Background: an optimization exercise with open tools, aiming at small area, a short achievable clock period and few clock cycles. Do not read the settings as production practice. At most, simulation tests tie the RTL to the original design; equivalence was not proved. Power figures rest on the tool's default switching activity, not on a simulated workload.

==> inputs of run a <==
## chd_huffdec
module chd_huffdec (
    input  wire       clk,
    input  wire       rst,
    input  wire       start,
    input  wire [8:0] numcodes,
    input  wire [4:0] maxbits,
    input  wire [15:0] nsyms,
    output wire       busy,
    input  wire       in_valid,
    input  wire [7:0] in_data,
    output wire       in_ready,
    output reg        out_valid,
    output reg  [8:0] out_sym,
    output reg        done,
    output reg  [1:0] err
);
    localparam MAXCODES = 272;
    localparam B = 40;                  
    localparam S_IDLE  = 3'd0;
    localparam S_IMP   = 3'd1;
    localparam S_BUILD = 3'd2;
    localparam S_BWAIT = 3'd3;
    localparam S_DEC   = 3'd4;
    reg [2:0]  st;
    reg        busy_r;
    reg        init;                    
    reg        rdy_r;
    reg [8:0]  nc_r;
    reg [4:0]  mb_r;
    reg [15:0] ns_r;                    
    assign busy     = busy_r;
    assign in_ready = rdy_r;
    reg [7:0]   br;
    reg         rv;
    reg [B-1:0] bb;                     
    reg [5:0]   n;                      
    wire [15:0] wt = bb[B-1:B-16];
    reg [8:0]  frem;                    
    reg        frem_nz;
    reg [8:0]  fcnt;                    
    reg        fld_v, fld_last, fld_big;
    reg [4:0]  fld_lo;
    reg [8:0]  fld_s;
    reg [8:0]  endpos [1:16];           
    reg [16:0] i_eqh, i_gth;            
    reg [15:0] i_eql, i_ltl;            
    reg [8:0]  ins_s;
    reg [8:0]  arr [0:MAXCODES-1];      
    reg [4:0]  bl;                      
    reg        b1v, b1last;
    reg [4:0]  b1l;
    reg [8:0]  b1e;
    reg        b2v, b2last;
    reg [18:0] b2lim;
    reg        kerr;
    reg [18:0] dacc;                    
    reg [16:0] lim [1:16];              
    reg [8:0]  nd  [1:16];              
    reg [8:0]  idx_r;
    reg        v1, t1;
    reg [1:0]  e1;
    reg [8:0]  r1 [0:16];
    reg [4:0]  r1h;
    reg        v2, t2;
    reg [1:0]  e2;
    wire [16:0] lt;                     
    assign lt[0] = 1'b0;
    wire [8:0] idxl [1:16];
    genvar gl;
    generate
        for (gl = 1; gl <= 16; gl = gl + 1) begin : g_len
            wire [gl-1:0] top = wt[15 -: gl];
  ...
export LEC_CHECK = 0
export CAP_MARGIN = 40
export CORE_MARGIN = 2
export CORE_UTILIZATION = 40
export PLACE_DENSITY = 0.6
export SLEW_MARGIN = 30
create_clock -name core_clock -period 12.0 [get_ports {clk}]
standard.sh (not shown) runs the stock make flow with config.mk's settings and CLKGATE_MAP_FILE= SYNTH_SCRIPT=/design/flow/synth_recipe.tcl, a recipe that flattens the netlist after the stock synthesis.
==> flow/flow/run.sh <==
#!/bin/bash
# Standard layout with two changes to how it is made (SDC and period are
# unchanged):
#  - a larger setup margin, so that the repair steps keep sizing paths that
#    already meet the clock period
#  - larger clock sink clusters and no dummy clock loads, for a smaller tree
set -euo pipefail
CTS="-sink_clustering_enable -repair_clock_nets -dont_use_dummy_load -sink_clustering_size ${CLUSTER:-20} -sink_clustering_max_diameter ${DIAM:-90}"
bash standard.sh SETUP_SLACK_MARGIN=${MARGIN:-8.0} "CTS_ARGS=$CTS" finish > flow_make.log 2>&1
==> inputs of run b, as changes to run a <==
--- a/flow/design.v
+++ b/flow/design.v
@@ -127,25 +127,24 @@
     wire       fbad = fld_big || (fld_lo > mb_r);
     wire       fins = fld_v && (fld_lo != 5'd0);
     wire [8:0] pa   = endpos[fld_lo];
     genvar ga;
     generate
         for (ga = 0; ga < MAXCODES; ga = ga + 1) begin : g_arr
             wire ld   = i_eqh[ga/16] && i_eql[ga%16];
             wire gt   = i_gth[ga/16] || (i_eqh[ga/16] && i_ltl[ga%16]);
-            wire hold = !(ld || gt);
             wire [8:0] below;
             if (ga == 0) begin : g0
                 assign below = 9'd0;
             end else begin : gn
                 assign below = arr[ga-1];
             end
-            wire [8:0] d = ({9{hold}} & arr[ga]) | ({9{gt}} & below) | ({9{ld}} & ins_s);
-            always @(posedge clk) arr[ga] <= d;
+            always @(posedge clk)
+                if (ld || gt) arr[ga] <= ld ? ins_s : below;
         end
     endgenerate
     wire [18:0] b_lim  = {10'd0, b1e} + dacc;
     wire [18:0] b_dacc = {10'd0, b1e} + {dacc[17:0], 1'b0};
     wire [18:0] pwm    = 19'd1 << mb_r;
     wire        b_big  = b2lim[18] | b2lim[17];
     wire        b_bad  = b2lim > pwm;
     integer i;
==> flow/run.sh (new file) <==
#!/bin/bash
# synth_recipe.tcl (not shown) runs the flow's synth.tcl, then flattens the netlist and writes it again
# the make line also repeats each setting of config.mk as NAME=value (left out here)
make -C /OpenROAD-flow-scripts/flow DESIGN_CONFIG=/design/flow/config.mk WORK_HOME=/design/flow/orfs CLKGATE_MAP_FILE= SYNTH_SCRIPT=/design/flow/synth_recipe.tcl finish
removed: flow/flow/run.sh
removed: flow/standard.sh
==> summary of the runs <==
Between run b and run a, the lower global-route usage is in run b (gap 5.1 points).
Synthesized cell count: run a is larger than run b (about 40%).
Against run b, the critical path depth of run a is lower by 6.
Between run a and run b, the lower sequential power is in run a (gap about 10%, measured against run b).
Fmax: run a is higher than run b (40%).
Of run b and run a, run a has the higher first-iteration DRC count (gap 23%, measured against run a).
Against run b, the die area of run a is lower by 6.6%.
Clock power: run a is smaller than run b (about 40%).
Of run b and run a, run b has the higher final area (gap 12%, measured against run a).
In flip-flop and latch count, run a and run b do not differ.
Between run b and run a, the lower routed wire length is in run b (gap about 10%, measured against run a).
Testbench counts of run a, summed over its fixed seeds: cycles 93,997.
Testbench counts of run b, summed over its fixed seeds: cycles 93,997.

* * *

==> inputs of exp/maple <==
==> flow/design.v <==
module chd_huffdec (
    input  wire       clk,
    input  wire       rst,
    input  wire       start,
    input  wire [8:0] numcodes,
    input  wire [4:0] maxbits,
    input  wire [15:0] nsyms,
    output wire       busy,
    input  wire       in_valid,
    input  wire [7:0] in_data,
    output wire       in_ready,
    output reg        out_valid,
    output reg  [8:0] out_sym,
    output reg        done,
    output reg  [1:0] err
);
    localparam MAXCODES = 272;
    localparam B = 40;                  
    localparam S_IDLE  = 2'd0;
    localparam S_IMP   = 2'd1;
    localparam S_BUILD = 2'd2;
    localparam S_DEC   = 2'd3;
    reg [1:0]  st;
    reg        busy_r;
    reg        init;                    
    reg        rdy_r;
    reg [8:0]  nc_r;
    reg [4:0]  mb_r;
    reg [15:0] ns_r;                    
    assign busy     = busy_r;
    assign in_ready = rdy_r;
    reg [7:0]   br;
    reg         rv;
    reg [B-1:0] bb;                     
    reg [5:0]   n;                      
    wire [15:0] wt = bb[B-1:B-16];
    reg [8:0]  fcnt;                    
    reg        fld_v, fld_last, fld_big;
    reg [4:0]  fld_lo;
    reg [8:0]  fld_s;
    reg [8:0]  endpos [1:16];           
    reg        ins_v;
    reg [8:0]  ins_p, ins_s;
    reg [8:0]  arr [0:MAXCODES-1];      
    reg [4:0]  bl;                      
    reg [17:0] dacc;                    
    reg [16:0] lim [1:16];              
    reg [8:0]  nd  [1:16];              
    reg [8:0]  idx_r;
    reg        v1, t1;
    reg [1:0]  e1;
    wire [16:0] lt;                     
    assign lt[0] = 1'b0;
    wire [8:0] idxl [1:16];
    genvar gl;
    generate
        for (gl = 1; gl <= 16; gl = gl + 1) begin : g_len
            wire [gl-1:0] top = wt[15 -: gl];
            assign lt[gl] = ({1'b0, top} < lim[gl][gl:0]);
            if (gl >= 9) begin : g_w
                assign idxl[gl] = top[8:0] + nd[gl];
            end else begin : g_n
                assign idxl[gl] = {{(9-gl){1'b0}}, top} + nd[gl];
            end
        end
    endgenerate
    wire dec_go = (st == S_DEC);
    wire imp_go = (st == S_IMP) && (fcnt != nc_r) && (n >= {1'b0, mb_r});
    reg [16:1] hit;
    reg [16:1] csel;
    reg        any_hit;
    reg [8:0]  idx_n;
    reg [4:0]  c;
    integer l;
    always @(*) begin
        any_hit = 1'b0;
        idx_n   = 9'd0;
        c       = 5'd0;
        for (l = 1; l <= 16; l = l + 1) begin
            hit[l]  = dec_go && lt[l] && !lt[l-1] && (n >= l);
            csel[l] = hit[l] || (imp_go && (mb_r == l));
            any_hit = any_hit | hit[l];
            if (hit[l]) idx_n = idx_n | idxl[l];
            if (csel[l]) c = c | l[4:0];
        end
    end
    wire no_match = dec_go && !(|lt[16:1]) && (n >= {1'b0, mb_r});
    wire [B+7:0]  ins_w = rv ? ({br, {B{1'b0}}} >> n) : {(B+8){1'b0}};
    wire [B+15:0] ext   = {bb | ins_w[B+7:8], ins_w[7:0], 8'd0};
    reg  [B-1:0]  bb_sh;
    always @(*) begin
        bb_sh = (|csel) ? {B{1'b0}} : ext[B+15 -: B];
        for (l = 1; l <= 16; l = l + 1)
            if (csel[l]) bb_sh = bb_sh | ext[B+15-l -: B];
    end
    wire [5:0] n_next = n + (rv ? 6'd8 : 6'd0) - {1'b0, c};
    wire [15:0] fld_full = wt >> (5'd16 - mb_r);
    wire [8:0]  be     = endpos[bl];
    wire [17:0] lim_v  = {9'd0, be} + dacc;
    wire [17:0] dacc_n = {9'd0, be} + {dacc[16:0], 1'b0};
    wire [17:0] pw     = 18'd1 << bl;
    wire        kbad   = (lim_v > pw);
    wire fbad = fld_big || (fld_lo > mb_r);
    genvar ga;
    generate
        for (ga = 0; ga < MAXCODES; ga = ga + 1) begin : g_arr
            wire ld   = ins_v && (ins_p == ga);
            wire hold = !(ins_v && (ins_p <= ga));
            wire [8:0] below;
            if (ga == 0) begin : g0
                assign below = 9'd0;
            end else begin : gn
                assign below = arr[ga-1];
            end
            wire sh = !hold && !ld;
            wire [8:0] d = ({9{hold}} & arr[ga]) | ({9{sh}} & below) | ({9{ld}} & ins_s);
            always @(posedge clk) arr[ga] <= d;
        end
    endgenerate
    integer i;
    always @(posedge clk) begin
        done      <= 1'b0;
        out_valid <= v1;
        out_sym   <= arr[idx_r];
        v1        <= 1'b0;
        t1        <= 1'b0;
        fld_v     <= 1'b0;
        ins_v     <= 1'b0;
        init      <= 1'b0;
        if (t1) begin
            done   <= 1'b1;
            err    <= e1;
            busy_r <= 1'b0;
        end
        rv <= in_valid && rdy_r;
        if (in_valid && rdy_r) br <= in_data;
        bb    <= bb_sh;
        n     <= n_next;
        rdy_r <= ({1'b0, n_next} + (rdy_r ? 7'd8 : 7'd0)) <= 7'd32;
        if (imp_go) begin
            fld_v    <= 1'b1;
            fld_lo   <= fld_full[4:0];
            fld_big  <= |fld_full[15:5];
            fld_s    <= fcnt;
            fld_last <= (fcnt == nc_r - 9'd1);
            fcnt     <= fcnt + 9'd1;
        end
        if (fld_v && st == S_IMP) begin
            if (fbad) begin
                st     <= S_IDLE;
                done   <= 1'b1;
                err    <= 2'd3;
                busy_r <= 1'b0;
            end else begin
                if (fld_lo != 5'd0) begin
                    ins_v <= 1'b1;
                    ins_p <= endpos[fld_lo];
                    ins_s <= fld_s;
                    for (i = 1; i <= 16; i = i + 1)
                        if (i >= fld_lo) endpos[i] <= endpos[i] + 9'd1;
                end
                if (fld_last) st <= S_BUILD;
            end
        end
        if (st == S_BUILD) begin
            lim[bl] <= lim_v[16:0];
            nd[bl]  <= 9'd0 - dacc[8:0];
            dacc    <= dacc_n;
            bl      <= bl + 5'd1;
            if (kbad) begin
                st     <= S_IDLE;
                done   <= 1'b1;
                err    <= 2'd3;
                busy_r <= 1'b0;
            end else if (bl == mb_r) begin
                if (ns_r == 16'd0) begin
                    st     <= S_IDLE;
                    done   <= 1'b1;
                    err    <= 2'd0;
                    busy_r <= 1'b0;
                end else begin
                    st <= S_DEC;
                end
            end
        end
        if (dec_go) begin
            idx_r <= idx_n;
            if (any_hit) begin
                v1   <= 1'b1;
                ns_r <= ns_r - 16'd1;
                if (ns_r == 16'd1) begin
                    st <= S_IDLE;
                    t1 <= 1'b1;
                    e1 <= 2'd0;
                end
            end else if (no_match) begin
                st <= S_IDLE;
                t1 <= 1'b1;
                e1 <= 2'd3;
            end
        end
        if (init) begin
            bb    <= {B{1'b0}};
            n     <= 6'd0;
            rdy_r <= 1'b1;
            fcnt  <= 9'd0;
            bl    <= 5'd1;
            dacc  <= 18'd0;
            for (i = 1; i <= 16; i = i + 1) begin
                endpos[i] <= 9'd0;
                lim[i]    <= 17'd0;
            end
            if (nc_r > MAXCODES) begin
                done   <= 1'b1;
                err    <= 2'd1;
                busy_r <= 1'b0;
            end else if (nc_r == 9'd0 || mb_r == 5'd0 || mb_r > 5'd16) begin
                done   <= 1'b1;
                err    <= 2'd2;
                busy_r <= 1'b0;
            end else begin
                st <= S_IMP;
            end
        end
        if (start && !busy_r) begin
            busy_r <= 1'b1;
            init   <= 1'b1;
            rdy_r  <= 1'b1;
            nc_r   <= numcodes;
            mb_r   <= maxbits;
            ns_r   <= nsyms;
        end
        if (rst) begin
            st        <= S_IDLE;
            busy_r    <= 1'b0;
            init      <= 1'b0;
            done      <= 1'b0;
            out_valid <= 1'b0;
            v1        <= 1'b0;
            t1        <= 1'b0;
            fld_v     <= 1'b0;
            ins_v     <= 1'b0;
            err       <= 2'd0;
        end
    end
endmodule
==> flow/run.sh <==
#!/bin/bash
# synth_recipe.tcl (not shown) runs the flow's synth.tcl, then flattens the netlist and writes it again
# the make line also repeats each setting of config.mk as NAME=value (left out here)
make -C /OpenROAD-flow-scripts/flow DESIGN_CONFIG=/design/flow/config.mk WORK_HOME=/design/flow/orfs CLKGATE_MAP_FILE= SYNTH_SCRIPT=/design/flow/synth_recipe.tcl finish
==> flow/config.mk <==
export PLATFORM = sky130hd
export DESIGN_NAME = chd_huffdec
export DESIGN_NICKNAME = chd_huffdec
export VERILOG_FILES = /design/flow/design.v
export SDC_FILE = /design/flow/constraint.sdc
export NUM_CORES = 4
export LEC_CHECK = 0
export CAP_MARGIN = 20
export CORE_MARGIN = 2
export CORE_UTILIZATION = 25
export PLACE_DENSITY = 0.45
export SLEW_MARGIN = 20
==> flow/constraint.sdc <==
create_clock -name core_clock -period 12.0 [get_ports {clk}]
set_input_delay 2.4000 -clock core_clock [delete_from_list [all_inputs] [get_ports {clk}]]
set_output_delay 2.4000 -clock core_clock [all_outputs]
set_load 0.01 [all_outputs]
==> exp/harbor (differences from exp/maple) <==
--- a/flow/design.v
+++ b/flow/design.v
@@ -103,18 +103,2 @@
     wire fbad = fld_big || (fld_lo > mb_r);
-    genvar ga;
-    generate
-        for (ga = 0; ga < MAXCODES; ga = ga + 1) begin : g_arr
-            wire ld   = ins_v && (ins_p == ga);
-            wire hold = !(ins_v && (ins_p <= ga));
-            wire [8:0] below;
-            if (ga == 0) begin : g0
-                assign below = 9'd0;
-            end else begin : gn
-                assign below = arr[ga-1];
-            end
-            wire sh = !hold && !ld;
-            wire [8:0] d = ({9{hold}} & arr[ga]) | ({9{sh}} & below) | ({9{ld}} & ins_s);
-            always @(posedge clk) arr[ga] <= d;
-        end
-    endgenerate
     integer i;
@@ -164,2 +148,10 @@
         end
+        if (ins_v) begin
+            for (i = 0; i < MAXCODES; i = i + 1) begin
+                if (i == ins_p)
+                    arr[i] <= ins_s;
+                else if (i > ins_p)
+                    arr[i] <= arr[i-1];
+            end
+        end
         if (st == S_BUILD) begin
--- a/flow/config.mk
+++ b/flow/config.mk
@@ -9,4 +9,4 @@
 export CORE_MARGIN = 2
-export CORE_UTILIZATION = 25
-export PLACE_DENSITY = 0.45
+export CORE_UTILIZATION = 40
+export PLACE_DENSITY = 0.6
 export SLEW_MARGIN = 20
==> qor summary <==
| metric | exp/harbor | exp/maple |
|---|---|---|
| Post-Synth XOR/XNOR Area | 1.50% | 1.76% |
| Setup Slack @ Placement | 4.63 ns | 3.72 ns |
| Global placer's final weighted congestion | 1.44 | 1.36 |
| Simple-Gate Fraction of Synth Area | 9.27% | 10.3% |
| Post-synth top flop | sky130_fd_sc_hd__edfxtp_1 | sky130_fd_sc_hd__dfxtp_1 |
| Fraction of synthesized area in multiplexers | 17.4% | 0.597% |
| Die height | 646 microns | 771 microns |
| Number of placement rows | 235 | 281 |
| Number of cells produced by synthesis | 13600 | 16200 |
| Adder-cell share of the synthesized area | 2.59% | 2.90% |
| DP Wirelength | 1210000 microns | 1610000 microns |
| Library cell with the largest summed area after synthesis | sky130_fd_sc_hd__edfxtp_1 | sky130_fd_sc_hd__dfxtp_1 |
| Count of flip-flops with a built-in enable after synthesis | 2674 | 235 |
| Fraction of the yosys area taken by sequential cells | 53.6% | 43.5% |
| Placed insts | 19100 | 24400 |
| Synth top area share | 48.7% | 38.6% |
| Width of the chip | 646 microns | 771 microns |
| Result of the run | did not finish | did not finish |
| Failing step | global routing (5_1_grt) | global routing (5_1_grt) |
| Total placed instance area | 178000 sq um | 168000 sq um |
No run of this note included a check of the RTL's function; only the layout flow was run.

## port drivers added, routing unchanged
In the flow no input, the clock included, has a driving cell. The finished layouts below were timed again as built, in two steps.
Step 1: set_driving_cell puts a clkbuf_16 on clk and a buf_2 on each other input, an assumption about the parent block.
Step 2 adds t to the input delays and takes it off the output delays; t is the mean of the earliest and latest rising clock arrival at the registers after step 1. Input paths then give back, and output paths get back, about the clock's delay inside the block.
a / b / c = ideal / step 1 / step 2; a / b = the first two.
run | t (ns) | setup WS [ns] | worst setup path at the end
run a | 1.073 | 8.023 / 7.924 / 7.440 | input to register
run b | 1.099 | 6.426 / 6.426 / 6.426 | register to register
After both steps setup and hold are still met in every run listed. For run a, which loses most, drivers alone change the setup slack by -0.099 ns; drivers and shift together by -0.583 ns.
